This is an optimization exercise on Yosys and OpenROAD, whose aim is small area, a short achievable clock period and few clock cycles, not a production implementation. Function was checked by simulation only, so behaviour that the tests miss may differ from the original. Power is estimated from default activity; no workload was simulated.

**flow/design.v**
```verilog
module slm_window (
    input  wire        clk,
    input  wire        rst,         
    input  wire        cmd_valid,
    output wire        cmd_ready,
    input  wire [1:0]  cmd_op,      
    input  wire [3:0]  cmd_id,      
    input  wire [63:0] cmd_data,    
    output wire        out_valid,
    input  wire        out_ready,
    output wire [63:0] out_data,
    output wire        out_last
);
    integer i;
    reg        b_valid;
    reg        b_beg;
    reg        b_end;
    reg [4:0]  b_e;       
    reg [7:0]  b_m;       
    reg [63:0] b_data;
    reg        stall;     
    reg         active;
    reg [63:0]  ws;           
    reg         mod_busy;
    reg [4:0]   mod_cnt;
    reg [8:0]   mod_r;
    reg [63:0]  e  [0:4];
    reg [4:0]   ve;
    reg [63:0]  mn [0:7];
    reg [63:0]  mx [0:7];
    reg [95:0]  sm [0:7];
    reg [7:0]   vm;
    reg [31:0]  n;
    reg         nz;
    reg         phase;        
    reg [4:0]   busy_e;
    reg [7:0]   busy_m;
    reg [4:0]   p;            
    reg         o_valid;
    reg         o_last;
    reg [63:0]  o_data;
    reg         d_run;
    reg         d_first;      
    reg         d_done;
    reg [5:0]   d_h;          
    reg [5:0]   d_hw;         
    reg [31:0]  rm [0:7];
    reg [7:0]   fa, fb;       
    assign out_valid = o_valid;
    assign out_last  = o_last;
    assign out_data  = o_data;
    assign cmd_ready = ~stall;
    wire exec = b_valid & ~stall;
    wire [64:0] bdiff = {1'b0, b_data} - {1'b0, ws};
    wire same = active & ~bdiff[64] & ~(|bdiff[63:9]) & (bdiff[8:0] < 9'd300);
    wire do_beg   = exec & b_beg & ~same;
    wire do_fin   = do_beg & nz;           
    wire do_fresh = do_beg & ~nz;
    wire [63:0] v = b_data;
    reg  [63:0] cmn, cmx;
    reg  [95:0] csm;
    always @(*) begin
        cmn = 64'd0;
        cmx = 64'd0;
        csm = 96'd0;
        for (i = 0; i < 8; i = i + 1)
            if (b_m[i] & vm[i]) begin
                cmn = cmn | mn[i];
                cmx = cmx | mx[i];
                csm = csm | sm[i];
            end
    end
    wire [63:0] nmn = (~nz | (v < cmn)) ? v : cmn;
    wire [63:0] nmx = (v > cmx) ? v : cmx;
    wire [95:0] nsm = csm + {32'd0, v};
    function [8:0] mstep;
        input [8:0] r;
        input       b;
        reg   [9:0] x;
        begin
            x = {r, b};
            mstep = (x >= 10'd300) ? (x - 10'd300) : x[8:0];
        end
    endfunction
    wire [3:0] nib = ws[{~mod_cnt[3:0], 2'b00} +: 4];
    wire [8:0] mod_r4 = mstep(mstep(mstep(mstep(mod_r, nib[3]), nib[2]), nib[1]), nib[0]);
    wire       mod_last = mod_busy & mod_cnt[4];
    integer j, c;
    reg [23:0] grp;
    reg [4:0]  d_start;
    reg        d_any;
    always @(*) begin
        grp = 24'd0;
        for (j = 0; j < 8; j = j + 1)
            for (c = 0; c < 24; c = c + 1)
                if (vm[j] && (|sm[j][4*c +: 4])) grp[c] = 1'b1;
        d_start = 5'd0;
        d_any   = |grp;
        for (c = 0; c < 24; c = c + 1)
            if (grp[c]) d_start = c;
    end
    reg [31:0] rm_n [0:7];
    reg [7:0]  q1, q2;
    reg [32:0] dx, dd;
    reg [31:0] r1;
    integer m;
    always @(*) begin
        for (m = 0; m < 8; m = m + 1) begin
            dx = {rm[m], fa[m]};
            dd = dx - {1'b0, n};
            q1[m] = ~dd[32];
            r1 = q1[m] ? dd[31:0] : dx[31:0];
            dx = {r1, fb[m]};
            dd = dx - {1'b0, n};
            q2[m] = ~dd[32];
            rm_n[m] = q2[m] ? dd[31:0] : dx[31:0];
        end
    end
    reg [63:0] wsel;
    always @(*) begin
        case (p)
            5'd0:  wsel = ws;
            5'd1:  wsel = {32'd0, n};
            5'd2:  wsel = ve[0] ? e[0] : 64'd0;
            5'd3:  wsel = ve[1] ? e[1] : 64'd0;
            5'd4:  wsel = ve[2] ? e[2] : 64'd0;
            5'd5:  wsel = ve[3] ? e[3] : 64'd0;
            5'd6:  wsel = ve[4] ? e[4] : 64'd0;
            5'd7:  wsel = vm[0] ? mn[0] : 64'd0;
            5'd8:  wsel = vm[0] ? sm[0][63:0] : 64'd0;
            5'd9:  wsel = vm[0] ? mx[0] : 64'd0;
            5'd10: wsel = vm[1] ? mn[1] : 64'd0;
            5'd11: wsel = vm[1] ? sm[1][63:0] : 64'd0;
            5'd12: wsel = vm[1] ? mx[1] : 64'd0;
            5'd13: wsel = vm[2] ? mn[2] : 64'd0;
            5'd14: wsel = vm[2] ? sm[2][63:0] : 64'd0;
            5'd15: wsel = vm[2] ? mx[2] : 64'd0;
            5'd16: wsel = vm[3] ? mn[3] : 64'd0;
            5'd17: wsel = vm[3] ? sm[3][63:0] : 64'd0;
            5'd18: wsel = vm[3] ? mx[3] : 64'd0;
            5'd19: wsel = vm[4] ? mn[4] : 64'd0;
            5'd20: wsel = vm[4] ? sm[4][63:0] : 64'd0;
            5'd21: wsel = vm[4] ? mx[4] : 64'd0;
            5'd22: wsel = vm[5] ? mn[5] : 64'd0;
            5'd23: wsel = vm[5] ? sm[5][63:0] : 64'd0;
            5'd24: wsel = vm[5] ? mx[5] : 64'd0;
            5'd25: wsel = vm[6] ? mn[6] : 64'd0;
            5'd26: wsel = vm[6] ? sm[6][63:0] : 64'd0;
            5'd27: wsel = vm[6] ? mx[6] : 64'd0;
            5'd28: wsel = vm[7] ? mn[7] : 64'd0;
            5'd29: wsel = vm[7] ? sm[7][63:0] : 64'd0;
            5'd30: wsel = vm[7] ? mx[7] : 64'd0;
            default: wsel = 64'd0;
        endcase
    end
    wire p_avg = (p == 5'd8)  | (p == 5'd11) | (p == 5'd14) | (p == 5'd17) |
                 (p == 5'd20) | (p == 5'd23) | (p == 5'd26) | (p == 5'd29);
    wire load = phase & (~o_valid | out_ready) & (~p_avg | d_done);
    reg [4:0] rel_e;
    reg [7:0] rel_m;
    always @(*) begin
        for (i = 0; i < 5; i = i + 1) rel_e[i] = load && (p == i + 2);
        for (i = 0; i < 8; i = i + 1) rel_m[i] = load && (p == 3 * i + 9);
    end
    wire       b_valid_n = stall ? b_valid : cmd_valid;
    wire       b_beg_n   = stall ? b_beg   : (cmd_op == 2'd0);
    wire       b_end_n   = stall ? b_end   : (cmd_op == 2'd2);
    reg  [4:0] b_e_n;
    reg  [7:0] b_m_n;
    always @(*) begin
        for (i = 0; i < 5; i = i + 1)
            b_e_n[i] = stall ? b_e[i] : ((cmd_op == 2'd1) && (cmd_id == i + 1));
        for (i = 0; i < 8; i = i + 1)
            b_m_n[i] = stall ? b_m[i] : ((cmd_op == 2'd1) && (cmd_id == i + 6));
    end
    wire       phase_n    = do_fin | (phase & ~(load & (p == 5'd30)));
    wire       o_valid_n  = do_fin | load | (o_valid & ~out_ready);
    wire       mod_busy_n = do_beg | (mod_busy & ~mod_last);
    wire [4:0] busy_e_n   = do_fin ? 5'h1f : (busy_e & ~rel_e);
    wire [7:0] busy_m_n   = do_fin ? 8'hff : (busy_m & ~rel_m);
    wire blocked_n = (b_beg_n & (phase_n | o_valid_n | mod_busy_n)) |
                     (b_end_n & phase_n) |
                     (|(b_e_n & busy_e_n)) |
                     (|(b_m_n & busy_m_n));
    always @(posedge clk) begin
        if (rst) begin
            b_valid  <= 1'b0;
            stall    <= 1'b0;
            active   <= 1'b0;
            mod_busy <= 1'b0;
            phase    <= 1'b0;
            busy_e   <= 5'd0;
            busy_m   <= 8'd0;
            o_valid  <= 1'b0;
            d_run    <= 1'b0;
            d_done   <= 1'b0;
            nz       <= 1'b0;
        end else begin
            b_valid  <= b_valid_n;
            b_beg    <= b_beg_n;
            b_end    <= b_end_n;
            b_e      <= b_e_n;
            b_m      <= b_m_n;
            stall    <= b_valid_n & blocked_n;
            if (!stall)
                b_data <= cmd_data;
            phase    <= phase_n;
            o_valid  <= o_valid_n;
            mod_busy <= mod_busy_n;
            busy_e   <= busy_e_n;
            busy_m   <= busy_m_n;
            if (load) begin
                o_data  <= wsel;
                o_last  <= (p == 5'd30);
                p       <= p + 5'd1;
                if (p == 5'd30)
                    n <= 32'd0;
            end
            for (i = 0; i < 5; i = i + 1)
                if (rel_e[i]) ve[i] <= 1'b0;
            for (i = 0; i < 8; i = i + 1)
                if (rel_m[i]) vm[i] <= 1'b0;
            if (mod_busy) begin
                mod_cnt <= mod_cnt + 5'd1;
                mod_r   <= mod_r4;
                if (mod_cnt[4])
                    ws <= ws - {55'd0, mod_r};
            end
            if (d_run) begin
                for (i = 0; i < 8; i = i + 1) begin
                    fa[i] <= sm[i][{d_h, 1'b1}];
                    fb[i] <= sm[i][{d_h, 1'b0}];
                end
                d_h     <= d_h - 6'd1;
                d_hw    <= d_h;
                d_first <= 1'b0;
                if (!d_first) begin
                    for (i = 0; i < 8; i = i + 1) begin
                        rm[i] <= rm_n[i];
                        if (!d_hw[5]) begin
                            sm[i][{d_hw[4:0], 1'b1}] <= q1[i];
                            sm[i][{d_hw[4:0], 1'b0}] <= q2[i];
                        end
                    end
                    if (d_hw == 6'd0) begin
                        d_run  <= 1'b0;
                        d_done <= 1'b1;
                    end
                end
            end
            if (exec) begin
                if (b_end) begin
                    n  <= n + 32'd1;
                    nz <= 1'b1;
                end
                for (i = 0; i < 5; i = i + 1)
                    if (b_e[i]) begin
                        e[i]  <= v;
                        ve[i] <= 1'b1;
                    end
                for (i = 0; i < 8; i = i + 1)
                    if (b_m[i]) begin
                        mn[i] <= nmn;
                        mx[i] <= nmx;
                        sm[i] <= nsm;
                        vm[i] <= 1'b1;
                    end
                if (do_beg) begin
                    active   <= 1'b1;
                    ws       <= b_data;
                    mod_cnt  <= 5'd0;
                    mod_r    <= 9'd0;
                    nz       <= 1'b0;
                end
                if (do_fresh) begin
                    ve <= 5'd0;
                    vm <= 8'd0;
                    n  <= 32'd0;
                end
                if (do_fin) begin
                    o_data  <= ws;
                    o_last  <= 1'b0;
                    p       <= 5'd1;
                    d_run   <= d_any;
                    d_first <= 1'b1;
                    d_done  <= ~d_any;
                    d_h     <= {d_start, 1'b1};
                    for (i = 0; i < 8; i = i + 1)
                        rm[i] <= 32'd0;
                end
            end
        end
    end
endmodule
```
**flow/run.sh**
```bash
#!/bin/bash
# synth_recipe.tcl (not shown) runs the flow's synth.tcl, then flattens the netlist and writes it again
# the make line also repeats each setting of config.mk as NAME=value (left out here)
make -C /OpenROAD-flow-scripts/flow DESIGN_CONFIG=/design/flow/config.mk WORK_HOME=/design/flow/orfs CLKGATE_MAP_FILE= SYNTH_SCRIPT=/design/flow/synth_recipe.tcl finish
```
**flow/config.mk**
```make
export PLATFORM = sky130hd
export DESIGN_NAME = slm_window
export DESIGN_NICKNAME = slm_window
export VERILOG_FILES = /design/flow/design.v
export SDC_FILE = /design/flow/constraint.sdc
export NUM_CORES = 4
export LEC_CHECK = 0
export CAP_MARGIN = 40
export CORE_MARGIN = 2
export CORE_UTILIZATION = 25
export PLACE_DENSITY_LB_ADDON = 0.1
export SETUP_SLACK_MARGIN = 5
export SLEW_MARGIN = 20
```
**flow/constraint.sdc**
```tcl
create_clock -name core_clock -period 12.0 [get_ports {clk}]
set_input_delay 2.4000 -clock core_clock [delete_from_list [all_inputs] [get_ports {clk}]]
set_output_delay 2.4000 -clock core_clock [all_outputs]
set_load 0.01 [all_outputs]
```
==> results.txt <==
[kinds of logic after synthesis]
logic type,share of synthesized area
AO/OA/AOI/OAI,0.228
AND/OR/NAND/NOR,0.120
flip-flops,0.469
buffers and inverters,0.0326
adder cells (fa/ha/maj),0.0599
multiplexers,0.0586
XOR/XNOR,0.0314
[registers in the layout, summed over array words and instances (netlist names), 6 cells and up]
name	cells
mod_r	9
fb	8
rm	256
fa	8
busy_m	8
e	320
sm	768
mx	512
vm	8
n	32
b_m	8
d_h	6
o_data	64
b_data	64
ws	64
d_hw	6
mn	512
[metal layers]
layer / vias to the layer above / global-route usage / part of all wire
li1: 67000 / - / -
met1: 85700 / 0.395 / 0.38
met2: 11900 / 0.471 / 0.42
met3: 2966 / 0.0874 / 0.11
met4: 88 / 0.212 / 0.086
met5: - / 0 / 0.00075
[what timing repair did]
item,in CTS,in global routing
setup endpoints to repair,2141,1854
pin swaps,350,463
cloned,83,14
setup buffers,352,184
resized for setup,1122,872
[worst max-delay path: cells and delay by family (launching register included)]
kind | cells | cell delay, ns
AO/OA/AOI/OAI | 21 | 4.32
buffers and inverters | 9 | 1.59
adder cells (fa/ha/maj) | 3 | 0.76
AND/OR/NAND/NOR | 5 | 0.48
flip-flops | 1 | 0.39
XOR/XNOR | 2 | 0.36
multiplexers | 1 | 0.34
[cell type report]
type / count / area share
sequential: 2691 / 0.371
tap: 9180 / 0.0528
clock buffer: 426 / 0.0417
clock inverter: 218 / 0.0107
inverter: 407 / 0.00732
multi-input combinational: 12100 / 0.431
antenna: 59 / 0.000679
timing repair buffer: 1656 / 0.0850
[path summary, 6_finish.rpt]
| check | startpoint | end | cells past startpoint |
|---|---|---|---|
| max | n[0] | sm[7][6] | 41 |
| min | busy_e[1] | busy_e[1] | 2 |
| max reg2reg | n[0] | sm[7][6] | 41 |
| min reg2reg | busy_e[1] | busy_e[1] | 2 |
[synth_stat cells, drive strengths merged (264+ instances only)]
library cell	count	area, um^2
a211oi	271	2040
a21o	264	1980
a21oi	1026	5140
a221oi	404	3540
a222oi	329	3290
a22oi	1216	9140
clkbuf	931	3500
edfxtp	2669	80100
ha	793	9920
inv	402	1510
mux2i	309	3100
nand2	989	3710
nand3	275	1380
nor2	1646	6180
nor3	292	1470
o21ai	814	4080
xnor2	395	3470
[through the flow]
step / utilization / cells / hold WS (ns)
6_report: 0.317 / 26700 / 0.465
5_1_grt: 0.317 / 26700 / 0.496
4_1_cts: 0.308 / 26400 / 0.468
3_5_place_dp: 0.277 / 25300 / 0.460
3_3_place_gp: 0.274 / 25200 / 0.461
2_1_floorplan: - / 16200 / 0.424
[where the power goes]
group,total (W),leakage (nW),internal [W],switching (W)
clock network,0.0111,5.51,0.00617,0.00490
logic,0.0171,44.3,0.00693,0.0101
registers,0.0116,25.2,0.0109,0.000684
==> summary.md <==
| Metric | Value |
|---|---|
| Worst slew pin tran | 1.25 ns |
| Number of placement rows | just over 300 |
| # H-tree levels | 5 |
| Router iterations before antenna repair | 13 |
| EDFF count, synth | 2669 |
| Synthesized Nets | 17.1k |
| CTS tree | built |
| IO buf count | 140 |
| CTS root buf | clkbuf_16 |
| CP arrival | 9.42 ns |
| CP Launch Type | flop |
| Post-synth ARST share | 0 |
| First-pass GRT wire length | about 1500 mm |
| Nets@finish | 18.1k |
| CTS max path bufs | 4 |
| Worst R2R Setup Slack | approximately 3.3 ns |
| Die Y-Extent | 833 um |
| Seq/Total Area, Yosys | 0.469 |
| Die Width | 833 um |
| Yosys warning count | 7 |
| Syn Std Cell Area | 172000 um^2 |
| Vias per cell | around 6.3 |
| Latest clock arrival within the worst-skew pair | 1.09 ns |
| Hold/Removal Path Class | flop to flop |
| GR Overflow Total | 0 |
| Hold Violations, Final | 0 |
| CTS sink count | 2691 |
| Core area | about 690000 um^2 |
| Final WL | 1150 mm |
| Slowest stage delay, CP | 0.39 ns |
| Commonest non-fill, non-tap cell in the layout | edfxtp_1 |
| HPWL after detailed placement | slightly below 800 mm |
| Syn Inst Count | 16.2k |
| CP max stage cell | edfxtp_1 |
| Final setup margin | 3.34 ns |
| Multi-input logic area | 93800 um^2 |
| GP Congestion | 0.944 |
| Die ar. | a little under 700000 um^2 |
| Worst VDD drop | between 100 and 150 uV |
| TNS Setup | 0 ns |
| Outcome | timing/DRC/antenna clean |
| Largest net degree at the start of global routing | 127 |
| Slew Viols, Final | 0 |
| RSZ-0062 raised after global routing | yes |
| Power density over the cells | 183 nW/um^2 |
| Number of global-route vias before repair | 156k |
| Min cycle time layout | 8.66 ns |
| Overall Global Routing Usage | 0.315 |
| Most frequent cells in the layout | edfxtp_1, nor2_1, a22oi_1, buf_4, nand2_1 |
| Highest Clock Rate | ~0.12 GHz |
| Yosys reg bits | 2691 |
| Initial antenna violation count | 136 |
| Post-place setup slack | 0.247 ns |
| Synth Flop Type | edfxtp_1 |
| Vias | between 150k and 200k |
| Share of layout cells above drive strength 1 | 0.207 |
| Worst slew margin | 0.165 |
| Hold-fix buffers at CTS | 0 |
| Setup crit end kind | flop |
| Antenna viol nets, final | 0 |
| Final setup fails | 0 |
| CP Class | flop to flop |
| Leakage | 75.0 nW |
| Cell mode on critical path | a21o_1 |
| Ports | approximately 140 |
| Placed Area | 190000 um^2 |
| Req. time, crit path | 12.75 ns |
| Avg Cell Area, Syn | around 11 um^2 |
| Max Cap Viol | 0 |
| Worst Skew | ~0.11 ns |
| 1st-iter DRT viols | 27.1k |
| Initial Utilization | 0.251 |
| Tcrit/Tclk final | 0.722 |
| Crit Path Max Fanout | 10 |
| Drt wl/cell | 43.1 um |
| DRC violations left | 0 |
| Final instance area | 217000 um^2 |
| # fillers | between 60k and 70k |
| Unique masters post-synth | 104 |
| Reg area | between 80000 and 90000 um^2 |
| Clock transition at path regs | 0.07 ns |
| Syn-to-layout area delta | 26.6% |
| Total Power | just under 0.04 W |
| CTS Buf Count | 349 |
Testbench counts, summed over its fixed seeds: cycles 18,191.

-- afterwards: timing with drivers on the ports --
In the flow no input, the clock included, has a driving cell. The finished layout below was timed again as built, in two steps. Step 1 assumes that a clkbuf_16 drives the clock port and a buf_2 every other input. Step 2 adds t to the input delays and takes it off the output delays; t is the mean of the earliest and latest rising clock arrival at the registers after step 1. Input paths then give back, and output paths get back, about the clock's delay inside the block. Three values: ideal ports, drivers, drivers and shift; two values: the first two.
t (ns): 1.194
setup WS [ns]: 3.339 / 3.339 / 3.339
hold WS [ns]: 0.465 / 0.465 / 0.465
After both steps setup and hold are still met in this run. The setup slack of this run moves by 0.000 ns with the drivers and by 0.000 ns with both steps.
